This design comes from an exercise in tuning for small area and a short achievable clock period on the open sky130 flow, not from production work.
No activity file was given, so power comes from the tool's default toggle rates.

== v6 ==
==> flow/design.v (excerpt) <==
module robbus_engine (
    input  wire         clk,
    input  wire         ev_valid,
    input  wire [9:0]   ev,
    input  wire [7:0]   store_rdata,
    input  wire [127:0] h_reply,
    output wire         tx_valid,
    output wire [7:0]   tx_data,
    output wire         store_we,
    output wire [7:0]   store_wdata,
    output wire         h_call,
    output wire [127:0] h_arg
);
For scale: about 1900 cells after synthesis, ~590 flip-flops, ~0.027 mm^2 of cells after synthesis.
export LEC_CHECK = 0
export CAP_MARGIN = 20
export CORE_MARGIN = 2
export CORE_UTILIZATION = 40
export SETUP_SLACK_MARGIN = 2.0
export SLEW_MARGIN = 20
create_clock -name core_clock -period 6.0 [get_ports {clk}]
run.sh (not shown) runs the stock make flow with config.mk's settings and CLKGATE_MAP_FILE= SYNTH_SCRIPT=/design/flow/synth_recipe.tcl, a recipe that flattens the netlist after the stock synthesis.
## Diff of input files: v7 against v6
-- flow/design.v --
<<< v6, line 28
    reg         is_svc;
    reg         is_grp;
    reg [7:0]   rx_nsum;     
    reg [7:0]   grp_x;       
    reg [7:0]   rx_len;
>>> v7, line 28
    reg         is_svc;
    reg         is_grp;
    reg [7:0]   rx_tgt;      
    reg [7:0]   grp_x;       
    reg [7:0]   rx_len;
<<< v6, line 39
    reg [6:0]   tx_idx;      
    reg         tx_svc;      
    wire [7:0] buf0 = bm[7:0];
    wire [7:0] buf1 = bm[15:8];
>>> v7, line 39
    reg [6:0]   tx_idx;      
    reg         tx_svc;      
    reg [7:0]   tx_cur;      
    wire [7:0] buf0 = bm[7:0];
    wire [7:0] buf1 = bm[15:8];
<<< v6, line 58
    wire st_wdata = (rx_state == RX_WDATA);
    wire st_wcsum = (rx_state == RX_WCSUM);
    wire [7:0] csum_tgt = rx_esc ? {rx_nsum[7:2] + 6'd1, rx_nsum[1:0]} : rx_nsum;
    wire       tgt_ok   = rx_esc | (csum_tgt[7:2] != 6'd0);
    wire       csum_ok  = ev_rx & st_wcsum & tgt_ok & (b == csum_tgt);
    wire ca_valid  = (buf2 == addr) & (buf3 == (addr ^ buf1));
    wire svc_echo  = (buf0 == 8'h10);
>>> v7, line 59
    wire st_wdata = (rx_state == RX_WDATA);
    wire st_wcsum = (rx_state == RX_WCSUM);
    wire       tgt_ok   = rx_esc | (rx_tgt[7:2] != 6'd0);
    wire       csum_ok  = ev_rx & st_wcsum & tgt_ok & (b == rx_tgt);
    wire ca_valid  = (buf2 == addr) & (buf3 == (addr ^ buf1));
    wire svc_echo  = (buf0 == 8'h10);
<<< v6, line 91
        end
    endgenerate
    wire [7:0] tx_rd  = tx_idx[6] ? 8'h00 : bm[8*tx_idx[5:0] +: 8];
    wire       tx_more = (tx_rem != 8'd0);
    reg [7:0] tx_v;
    reg       tx_add;
>>> v7, line 91
        end
    endgenerate
    wire       tx_more = (tx_rem != 8'd0);
    wire [6:0] tx_idx1 = tx_idx + 7'd1;
    wire [7:0] tx_rd1  = tx_idx1[6] ? 8'h00 : bm[8*tx_idx1[5:0] +: 8];
    reg [7:0] tx_v;
    reg       tx_add;
<<< v6, line 102
            TX_LEN:  begin tx_v = tx_rem;       tx_add = 1'b1; end
            TX_DATA: begin
                if (tx_more) begin tx_v = tx_rd; tx_add = 1'b1; end
                else           tx_v = tx_nsum;
            end
>>> v7, line 103
            TX_LEN:  begin tx_v = tx_rem;       tx_add = 1'b1; end
            TX_DATA: begin
                if (tx_more) begin tx_v = tx_cur; tx_add = 1'b1; end
                else           tx_v = tx_nsum;
            end
<<< v6, line 124
        end else if (ev_rx) begin
            rx_esc <= cls_esc;
            if (cls_mark) begin
                rx_nsum  <= 8'h00;
                is_svc   <= (b[1:0] == 2'd1);
                is_grp   <= (b[1:0] == 2'd3);
                rx_state <= RX_WADDR;
            end else if (cls_data) begin
                rx_nsum <= rx_nsum - v;
                case (rx_state)
                    RX_WADDR: begin
>>> v7, line 125
        end else if (ev_rx) begin
            rx_esc <= cls_esc;
            if (cls_esc)
                rx_tgt <= rx_tgt + 8'd4;
            if (cls_mark) begin
                rx_tgt   <= 8'h00;
                is_svc   <= (b[1:0] == 2'd1);
                is_grp   <= (b[1:0] == 2'd3);
                rx_state <= RX_WADDR;
            end else if (cls_data) begin
                rx_tgt <= rx_tgt - b;
                case (rx_state)
                    RX_WADDR: begin
<<< v6, line 190
                                    tx_rem <= tx_rem - 8'd1;
                                    if (~tx_idx[6])
                                        tx_idx <= tx_idx + 7'd1;
                                end else
                                    tx_state <= TX_IDLE;
>>> v7, line 193
                                    tx_rem <= tx_rem - 8'd1;
                                    if (~tx_idx[6])
                                        tx_idx <= tx_idx1;
                                end else
                                    tx_state <= TX_IDLE;
<<< v6, line 201
        end
    end
endmodule
>>> v7, line 204
        end
    end
    wire [7:0] h_at_tx = h_reply[8*tx_idx[3:0] +: 8];
    always @(posedge clk) begin
        if (ev_tick & (tx_state == TX_DATA) & tx_done & tx_more)
            tx_cur <= tx_rd1;
        else if (do_prime)
            tx_cur <= h_wr ? h_reply[7:0] : svc_wr ? 8'h10 : buf0;
        else if (h_wr & (tx_idx[6:4] == 3'd0))
            tx_cur <= h_at_tx;
        else if (rx_wr & (rx_idx[5:0] == tx_idx[5:0]) & ~tx_idx[6])
            tx_cur <= wbus;
    end
endmodule
Notes after the runs:
v7 has more setup slack than v6. Run comparison: v7 critical path startpoint tx_rem[0]$_DFFE_PP_; v6 critical path startpoint tx_idx[0]$_SDFFCE_PP0P_. Compared with v6, in v7 post-route core utilization fell 1.5 points, register-to-register slack rose 0.81 ns. Antenna diode count: lower on v6. v7 ended up with a higher sequential cell area in the final layout than v6 did. [compare] base=v6 new=v7: met2 demand-to-capacity share in global routing moved up; area growth from synthesis to layout lost 4.4 points; ratio of routed vias to standard cells went up by about 2.8%.
No run of this note included a check of the RTL's function; only the layout flow was run.

* * *

The RTL this note starts from:
==> flow/design.v <==
module robbus_engine (
    input  wire         clk,
    input  wire         ev_valid,
    input  wire [9:0]   ev,
    input  wire [7:0]   store_rdata,
    input  wire [127:0] h_reply,
    output wire         tx_valid,
    output wire [7:0]   tx_data,
    output wire         store_we,
    output wire [7:0]   store_wdata,
    output wire         h_call,
    output wire [127:0] h_arg
);
    localparam [2:0] RX_IDLE   = 3'd0;
    localparam [2:0] RX_WADDR  = 3'd1;
    localparam [2:0] RX_WGMASK = 3'd2;
    localparam [2:0] RX_WLEN   = 3'd3;
    localparam [2:0] RX_WDATA  = 3'd4;
    localparam [2:0] RX_WCSUM  = 3'd5;
    localparam [2:0] TX_IDLE  = 3'b000;
    localparam [2:0] TX_START = 3'b100;
    localparam [2:0] TX_ADDR  = 3'b101;
    localparam [2:0] TX_LEN   = 3'b110;
    localparam [2:0] TX_DATA  = 3'b111;
    reg [7:0]   addr;
    reg [2:0]   rx_state;
    reg         rx_esc;
    reg         is_svc;
    reg         is_grp;
    reg [7:0]   rx_tgt;      
    reg [7:0]   rx_len;      
    reg [7:0]   rx_idx;
    reg         f_h;         
    reg         f_s;         
    reg         f_hp;        
    reg [511:0] bm;          
    reg [2:0]   tx_state;
    reg         tx_esc;
    reg [7:0]   tx_nsum;     
    reg [7:0]   tx_rem;      
    reg [6:0]   tx_nx;       
    reg         tx_svc;      
    reg [1:0]   tx_xlo;      
    reg [7:0]   tx_out;      
    wire [7:0] buf0 = bm[7:0];
    wire [7:0] buf1 = bm[15:8];
    wire [7:0] buf2 = bm[23:16];
    wire [7:0] buf3 = bm[31:24];
    wire       ev_rx    = ev_valid & ~ev[9] & ~ev[8];
    wire       ev_tick  = ev_valid & ~ev[9] &  ev[8];
    wire       ev_reset = ev_valid &  ev[9] & ~ev[8];
    wire [7:0] b        = ev[7:0];
    wire       b_small  = (b[7:2] == 6'd0);
    wire       cls_esc  = ev_rx & ~rx_esc & b_small & (b[1:0] == 2'd0);
    wire       cls_mark = ev_rx & ~rx_esc & b_small & (b[1:0] != 2'd0);
    wire       cls_data = ev_rx & (rx_esc | ~b_small);
    wire [7:0] v        = rx_esc ? {b[7:2] - 6'd1, b[1:0]} : b;
    wire st_wlen  = (rx_state == RX_WLEN);
    wire st_wdata = (rx_state == RX_WDATA);
    wire st_wcsum = (rx_state == RX_WCSUM);
    wire       csum_eq  = ev_rx & (b == rx_tgt);
    wire svc_echo  = (buf0 == 8'h10);
    wire svc_desc  = (buf0 == 8'h11);
    wire svc_ca    = (buf0 == 8'h12) & (buf2 == addr) & (buf3 == (addr ^ buf1));
    wire h_wr      = csum_eq & f_h;                      
    wire svc_wr    = csum_eq & f_s & (svc_desc | svc_ca);
    wire do_prime  = csum_eq & (f_hp | (f_s & (svc_echo | svc_desc | svc_ca)));
    wire do_ca     = csum_eq & f_s & svc_ca;
    assign h_call      = h_wr;
    assign store_we    = do_ca;
    assign store_wdata = buf1;
    assign h_arg       = bm[127:0];
    wire       rx_wr = cls_data & st_wdata & ~rx_idx[7] & ~rx_idx[6];
    wire [7:0] wbus  = {8{~ev[9]}} & (st_wdata ? v : 8'h10);
    wire       h_sel_w = f_h & ~ev[9];
    genvar gk;
    generate
        for (gk = 0; gk < 64; gk = gk + 1) begin : g_buf
            wire en = ev_reset | (rx_wr & (rx_idx[5:0] == gk))
                    | ((gk < 16) ? h_wr : 1'b0)
                    | ((gk < 2) ? svc_wr : 1'b0);
            wire [7:0] d;
            if (gk < 16) begin : g_h
                assign d = h_sel_w ? h_reply[8*gk +: 8] : wbus;
            end else begin : g_n
                assign d = wbus;
            end
            always @(posedge clk)
                if (en) bm[8*gk +: 8] <= d;
        end
    endgenerate
    wire [7:0] tgt_sub  = rx_tgt - b;
    wire       ent_cs   = cls_data & ((st_wlen & (v == 8'h00))
                                    | (st_wdata & (rx_idx + 8'd1 == rx_len)));
    wire       stay_cs  = st_wcsum & ~ev_reset & ~cls_mark & ~cls_data;
    wire       n_ok     = ent_cs ? (tgt_sub[7:2] != 6'd0)
                                 : (cls_esc | rx_esc | (rx_tgt[7:2] != 6'd0));
    wire       n_cs     = (ent_cs | stay_cs) & n_ok;
    always @(posedge clk) begin
        f_h  <= n_cs & ~is_svc;
        f_s  <= n_cs & is_svc;
        f_hp <= n_cs & ~is_svc & ~is_grp;
    end
    wire s_start = (tx_state == TX_START);
    wire s_addr  = (tx_state == TX_ADDR);
    wire s_len   = (tx_state == TX_LEN);
    wire s_data  = (tx_state == TX_DATA);
    wire       tx_more = (tx_rem != 8'd0);
    wire       s_dbuf  = s_data & tx_more;       
    wire [7:0] xd      = tx_esc ? {tx_out[7:2] - 6'd1, tx_out[1:0]} : tx_out;
    wire [7:0] x       = s_len ? tx_rem : (tx_more ? xd : tx_nsum);
    wire       x_small = s_dbuf ? (tx_out == 8'h00) : (x[7:2] == 6'd0);
    wire [1:0] x_lo    = s_dbuf ? tx_xlo : x[1:0];
    wire       x_done  = tx_esc | ~x_small;
    wire [7:0] rd_nx   = tx_nx[6] ? 8'h00 : bm[8*tx_nx[5:0] +: 8];
    wire       adv_len  = ev_tick & s_len & x_done;
    wire       adv_data = ev_tick & s_data & x_done & tx_more;
    wire [7:0] nsum_n   = tx_nsum - x;
    wire       more_n   = s_len ? tx_more : (tx_rem != 8'd1);
    wire [7:0] x_n      = more_n ? (s_len ? buf0 : rd_nx) : nsum_n;
    wire [7:0] x_n_out  = (x_n[7:2] == 6'd0) ? 8'h00 : x_n;
    wire [3:0] h_sel    = tx_nx[3:0] - 4'd1;
    wire [7:0] h_at_tx  = h_reply[8*h_sel +: 8];
    wire       h_hit    = h_wr & ((tx_nx[6:4] == 3'd0) | (tx_nx == 7'd16));
    wire       rx_hit   = rx_wr & ({1'b0, rx_idx[5:0]} + 7'd1 == tx_nx);
    wire [7:0] cur_w    = f_h ? h_at_tx : wbus;
    wire [7:0] cur_w_out = tx_esc ? {cur_w[7:2] + 6'd1, cur_w[1:0]}
                         : (cur_w[7:2] == 6'd0) ? 8'h00 : cur_w;
    assign tx_valid = ev_tick & tx_state[2];
    assign tx_data  = tx_out;
    always @(posedge clk) begin
        if (ev_reset) begin
            addr     <= store_rdata;
            rx_state <= RX_IDLE;
            rx_esc   <= 1'b0;
            tx_state <= TX_IDLE;
            tx_esc   <= 1'b0;
        end else if (ev_rx) begin
            rx_esc <= cls_esc;
            if (cls_esc)
                rx_tgt <= rx_tgt + 8'd4;
            if (cls_mark) begin
                rx_tgt   <= 8'h00;
                is_svc   <= (b[1:0] == 2'd1);
                is_grp   <= (b[1:0] == 2'd3);
                rx_state <= RX_WADDR;
            end else if (cls_data) begin
                rx_tgt <= rx_tgt - b;
                case (rx_state)
                    RX_WADDR: begin
                        rx_len <= v ^ addr;
                        if (v[7])
                            rx_state <= RX_IDLE;
                        else if (is_grp)
                            rx_state <= RX_WGMASK;
                        else if (v == addr)
                            rx_state <= RX_WLEN;
                        else
                            rx_state <= RX_IDLE;
                    end
                    RX_WGMASK: begin
                        if ((v & rx_len) == 8'h00)
                            rx_state <= RX_WLEN;
                        else
                            rx_state <= RX_IDLE;
                    end
                    RX_WLEN: begin
                        rx_len   <= v;
                        rx_idx   <= 8'h00;
                        rx_state <= (v == 8'h00) ? RX_WCSUM : RX_WDATA;
                    end
                    RX_WDATA: begin
                        rx_idx <= rx_idx + 8'd1;
                        if (rx_idx + 8'd1 == rx_len)
                            rx_state <= RX_WCSUM;
                    end
                    RX_WCSUM: begin
                        rx_state <= RX_IDLE;
                        if (do_ca)
                            addr <= buf1;
                        if (do_prime) begin
                            tx_svc   <= is_svc;
                            tx_rem   <= ~is_svc ? 8'd16 : svc_echo ? rx_len : 8'd2;
                            tx_nx    <= 7'd1;
                            tx_nsum  <= 8'h00;
                            tx_esc   <= 1'b0;
                            tx_state <= TX_START;
                        end
                    end
                    default: ;
                endcase
            end
        end else if (ev_tick) begin
            case (tx_state)
                TX_START: tx_state <= TX_ADDR;
                TX_ADDR: begin
                    tx_nsum  <= tx_nsum - (addr | 8'h80);
                    tx_state <= TX_LEN;
                end
                TX_LEN, TX_DATA: begin
                    tx_esc <= ~x_done;
                    if (x_done) begin
                        if (s_len | tx_more)
                            tx_nsum <= nsum_n;
                        if (s_len)
                            tx_state <= TX_DATA;
                        else if (tx_more) begin
                            tx_rem <= tx_rem - 8'd1;
                            if (~(tx_nx[6] & tx_nx[0]))
                                tx_nx <= tx_nx + 7'd1;
                        end else
                            tx_state <= TX_IDLE;
                    end
                end
                default: ;
            endcase
        end
    end
    always @(posedge clk) begin
        if (ev_tick) begin
            if (s_start)
                tx_out <= addr | 8'h80;
            else if (s_addr)
                tx_out <= (tx_rem[7:2] == 6'd0) ? 8'h00 : tx_rem;
            else if (~x_done)
                tx_out <= {6'd1, x_lo};
            else if (adv_len | adv_data) begin
                tx_out <= x_n_out;
                tx_xlo <= x_n[1:0];
            end
        end else if (do_prime)
            tx_out <= {6'd0, ~is_svc, is_svc};
        else if ((h_hit | rx_hit) & s_dbuf) begin
            tx_out <= cur_w_out;
            tx_xlo <= cur_w[1:0];
        end
    end
endmodule
clock: 6.0 ns
lec_check: 0
cap_margin: 20
core_margin: 2
core_utilization: 60
cts_buf_list: sky130_fd_sc_hd__clkbuf_4 sky130_fd_sc_hd__clkbuf_8
place_density: 0.72
setup_slack_margin: 2.6
slew_margin: 20
standard.sh (not shown) runs the stock make flow with config.mk's settings and CLKGATE_MAP_FILE= SYNTH_SCRIPT=/design/flow/synth_recipe.tcl, a recipe that flattens the netlist after the stock synthesis.
==> flow/flow/run.sh <==
#!/bin/bash
# The standard layout, with the port buffers made of the smallest buffer cell.
set -euo pipefail
export BUFFER_PORTS_ARGS="-buffer_cell sky130_fd_sc_hd__buf_1"
bash standard.sh > standard_flow.log 2>&1
The baseline completed with no timing, DRC or antenna violations.
Then changed:
--- a/flow/design.v
+++ b/flow/design.v
@@ -32,16 +32,17 @@
     reg [7:0]   rx_idx;
     reg         f_h;         
     reg         f_s;         
     reg         f_hp;        
+    reg         f_ca;        
     reg [511:0] bm;          
     reg [2:0]   tx_state;
     reg         tx_esc;
     reg [7:0]   tx_nsum;     
     reg [7:0]   tx_rem;      
     reg [6:0]   tx_nx;       
     reg         tx_svc;      
-    reg [1:0]   tx_xlo;      
+    reg [7:0]   tx_cur;      
     reg [7:0]   tx_out;      
     wire [7:0] buf0 = bm[7:0];
     wire [7:0] buf1 = bm[15:8];
     wire [7:0] buf2 = bm[23:16];
@@ -60,13 +61,12 @@
     wire st_wcsum = (rx_state == RX_WCSUM);
     wire       csum_eq  = ev_rx & (b == rx_tgt);
     wire svc_echo  = (buf0 == 8'h10);
     wire svc_desc  = (buf0 == 8'h11);
-    wire svc_ca    = (buf0 == 8'h12) & (buf2 == addr) & (buf3 == (addr ^ buf1));
     wire h_wr      = csum_eq & f_h;                      
-    wire svc_wr    = csum_eq & f_s & (svc_desc | svc_ca);
-    wire do_prime  = csum_eq & (f_hp | (f_s & (svc_echo | svc_desc | svc_ca)));
-    wire do_ca     = csum_eq & f_s & svc_ca;
+    wire svc_wr    = csum_eq & (f_ca | (f_s & svc_desc));
+    wire do_prime  = csum_eq & (f_hp | f_ca | (f_s & (svc_echo | svc_desc)));
+    wire do_ca     = csum_eq & f_ca;
     assign h_call      = h_wr;
     assign store_we    = do_ca;
     assign store_wdata = buf1;
     assign h_arg       = bm[127:0];
@@ -95,9 +95,19 @@
     wire       stay_cs  = st_wcsum & ~ev_reset & ~cls_mark & ~cls_data;
     wire       n_ok     = ent_cs ? (tgt_sub[7:2] != 6'd0)
                                  : (cls_esc | rx_esc | (rx_tgt[7:2] != 6'd0));
     wire       n_cs     = (ent_cs | stay_cs) & n_ok;
-    always @(posedge clk) begin
+    wire       w0   = rx_wr & (rx_idx[5:0] == 6'd0);
+    wire       w1   = rx_wr & (rx_idx[5:0] == 6'd1);
+    wire       w2   = rx_wr & (rx_idx[5:0] == 6'd2);
+    wire       w3   = rx_wr & (rx_idx[5:0] == 6'd3);
+    wire       n_c0 = w0 ? (wbus == 8'h12) : (buf0 == 8'h12);
+    wire       n_c2 = w2 ? (wbus == addr) : (buf2 == addr);
+    wire       n_c3 = w3 ? (wbus == (addr ^ buf1))
+                    : w1 ? (wbus == (addr ^ buf3))
+                    : (buf3 == (addr ^ buf1));
+    always @(posedge clk) begin
+        f_ca <= n_cs & is_svc & n_c0 & n_c2 & n_c3;
         f_h  <= n_cs & ~is_svc;
         f_s  <= n_cs & is_svc;
         f_hp <= n_cs & ~is_svc & ~is_grp;
     end
@@ -105,20 +115,18 @@
     wire s_addr  = (tx_state == TX_ADDR);
     wire s_len   = (tx_state == TX_LEN);
     wire s_data  = (tx_state == TX_DATA);
     wire       tx_more = (tx_rem != 8'd0);
-    wire       s_dbuf  = s_data & tx_more;       
-    wire [7:0] xd      = tx_esc ? {tx_out[7:2] - 6'd1, tx_out[1:0]} : tx_out;
-    wire [7:0] x       = s_len ? tx_rem : (tx_more ? xd : tx_nsum);
-    wire       x_small = s_dbuf ? (tx_out == 8'h00) : (x[7:2] == 6'd0);
-    wire [1:0] x_lo    = s_dbuf ? tx_xlo : x[1:0];
+    wire [7:0] x       = s_len ? tx_rem : (tx_more ? tx_cur : tx_nsum);
+    wire       x_small = (x[7:2] == 6'd0);
+    wire [7:0] x_p4    = {x[7:2] + 6'd1, x[1:0]};
     wire       x_done  = tx_esc | ~x_small;
     wire [7:0] rd_nx   = tx_nx[6] ? 8'h00 : bm[8*tx_nx[5:0] +: 8];
     wire       adv_len  = ev_tick & s_len & x_done;
     wire       adv_data = ev_tick & s_data & x_done & tx_more;
     wire [7:0] nsum_n   = tx_nsum - x;
     wire       more_n   = s_len ? tx_more : (tx_rem != 8'd1);
-    wire [7:0] x_n      = more_n ? (s_len ? buf0 : rd_nx) : nsum_n;
+    wire [7:0] x_n      = more_n ? (s_len ? tx_cur : rd_nx) : nsum_n;
     wire [7:0] x_n_out  = (x_n[7:2] == 6'd0) ? 8'h00 : x_n;
     wire [3:0] h_sel    = tx_nx[3:0] - 4'd1;
     wire [7:0] h_at_tx  = h_reply[8*h_sel +: 8];
     wire       h_hit    = h_wr & ((tx_nx[6:4] == 3'd0) | (tx_nx == 7'd16));
@@ -216,23 +224,27 @@
             endcase
         end
     end
     always @(posedge clk) begin
+        if (adv_data)
+            tx_cur <= rd_nx;
+        else if (do_prime)
+            tx_cur <= f_h ? h_reply[7:0] : svc_wr ? 8'h10 : buf0;
+        else if (h_hit | rx_hit)
+            tx_cur <= cur_w;
+    end
+    always @(posedge clk) begin
         if (ev_tick) begin
             if (s_start)
                 tx_out <= addr | 8'h80;
             else if (s_addr)
                 tx_out <= (tx_rem[7:2] == 6'd0) ? 8'h00 : tx_rem;
             else if (~x_done)
-                tx_out <= {6'd1, x_lo};
-            else if (adv_len | adv_data) begin
+                tx_out <= x_p4;
+            else if (adv_len | adv_data)
                 tx_out <= x_n_out;
-                tx_xlo <= x_n[1:0];
-            end
         end else if (do_prime)
             tx_out <= {6'd0, ~is_svc, is_svc};
-        else if ((h_hit | rx_hit) & s_dbuf) begin
+        else if ((h_hit | rx_hit) & s_data & tx_more)
             tx_out <= cur_w_out;
-            tx_xlo <= cur_w[1:0];
-        end
     end
 endmodule
Effect: The changed run finished clean; via count came out higher by a few percent; critical path depth grows by 12; non-clock buffer count shrinks by 31; global-route usage falls by 0.14 points; setup slack gets better by 0.20 ns; die area grows by a few percent; combinational power grows by roughly a tenth; worst hold slack is worse by 0.014 ns; final cell count goes up by a few percent; routed wire length grows by a few percent.
Function was not checked in any run of this note: the RTL went through the layout flow alone.

## re-timing with driven ports
No port has a modelled driver above. Below, the same layouts with a new extraction and two added sets of constraints.
Step 1, drivers: a clkbuf_16 drives clk and a buf_2 each remaining input, both assumed.
Step 2 also shifts input and output timing later by t, the mid clock arrival at the registers, as if the neighbouring blocks saw the same clock.
Slacks: no drivers / after step 1 / after step 2; pairs: no drivers / after step 1.
run	shift t [ns]	setup WS [ns]	worst register clock-pin slew, ns
v6	0.700	0.765 / 0.702 / 1.120	0.07 / 0.07
v7	0.693	1.585 / 1.522 / 1.635	0.07 / 0.07
the first run of note 2	0.780	1.976 / 1.918 / 1.766	0.08 / 0.08
the second run of note 2	0.742	2.175 / 2.175 / 1.850	0.07 / 0.07
After both steps every run listed still meets setup and hold. The setup slack of the second run of note 2, which loses most, moves by 0.000 ns with the drivers and by -0.325 ns with both steps.
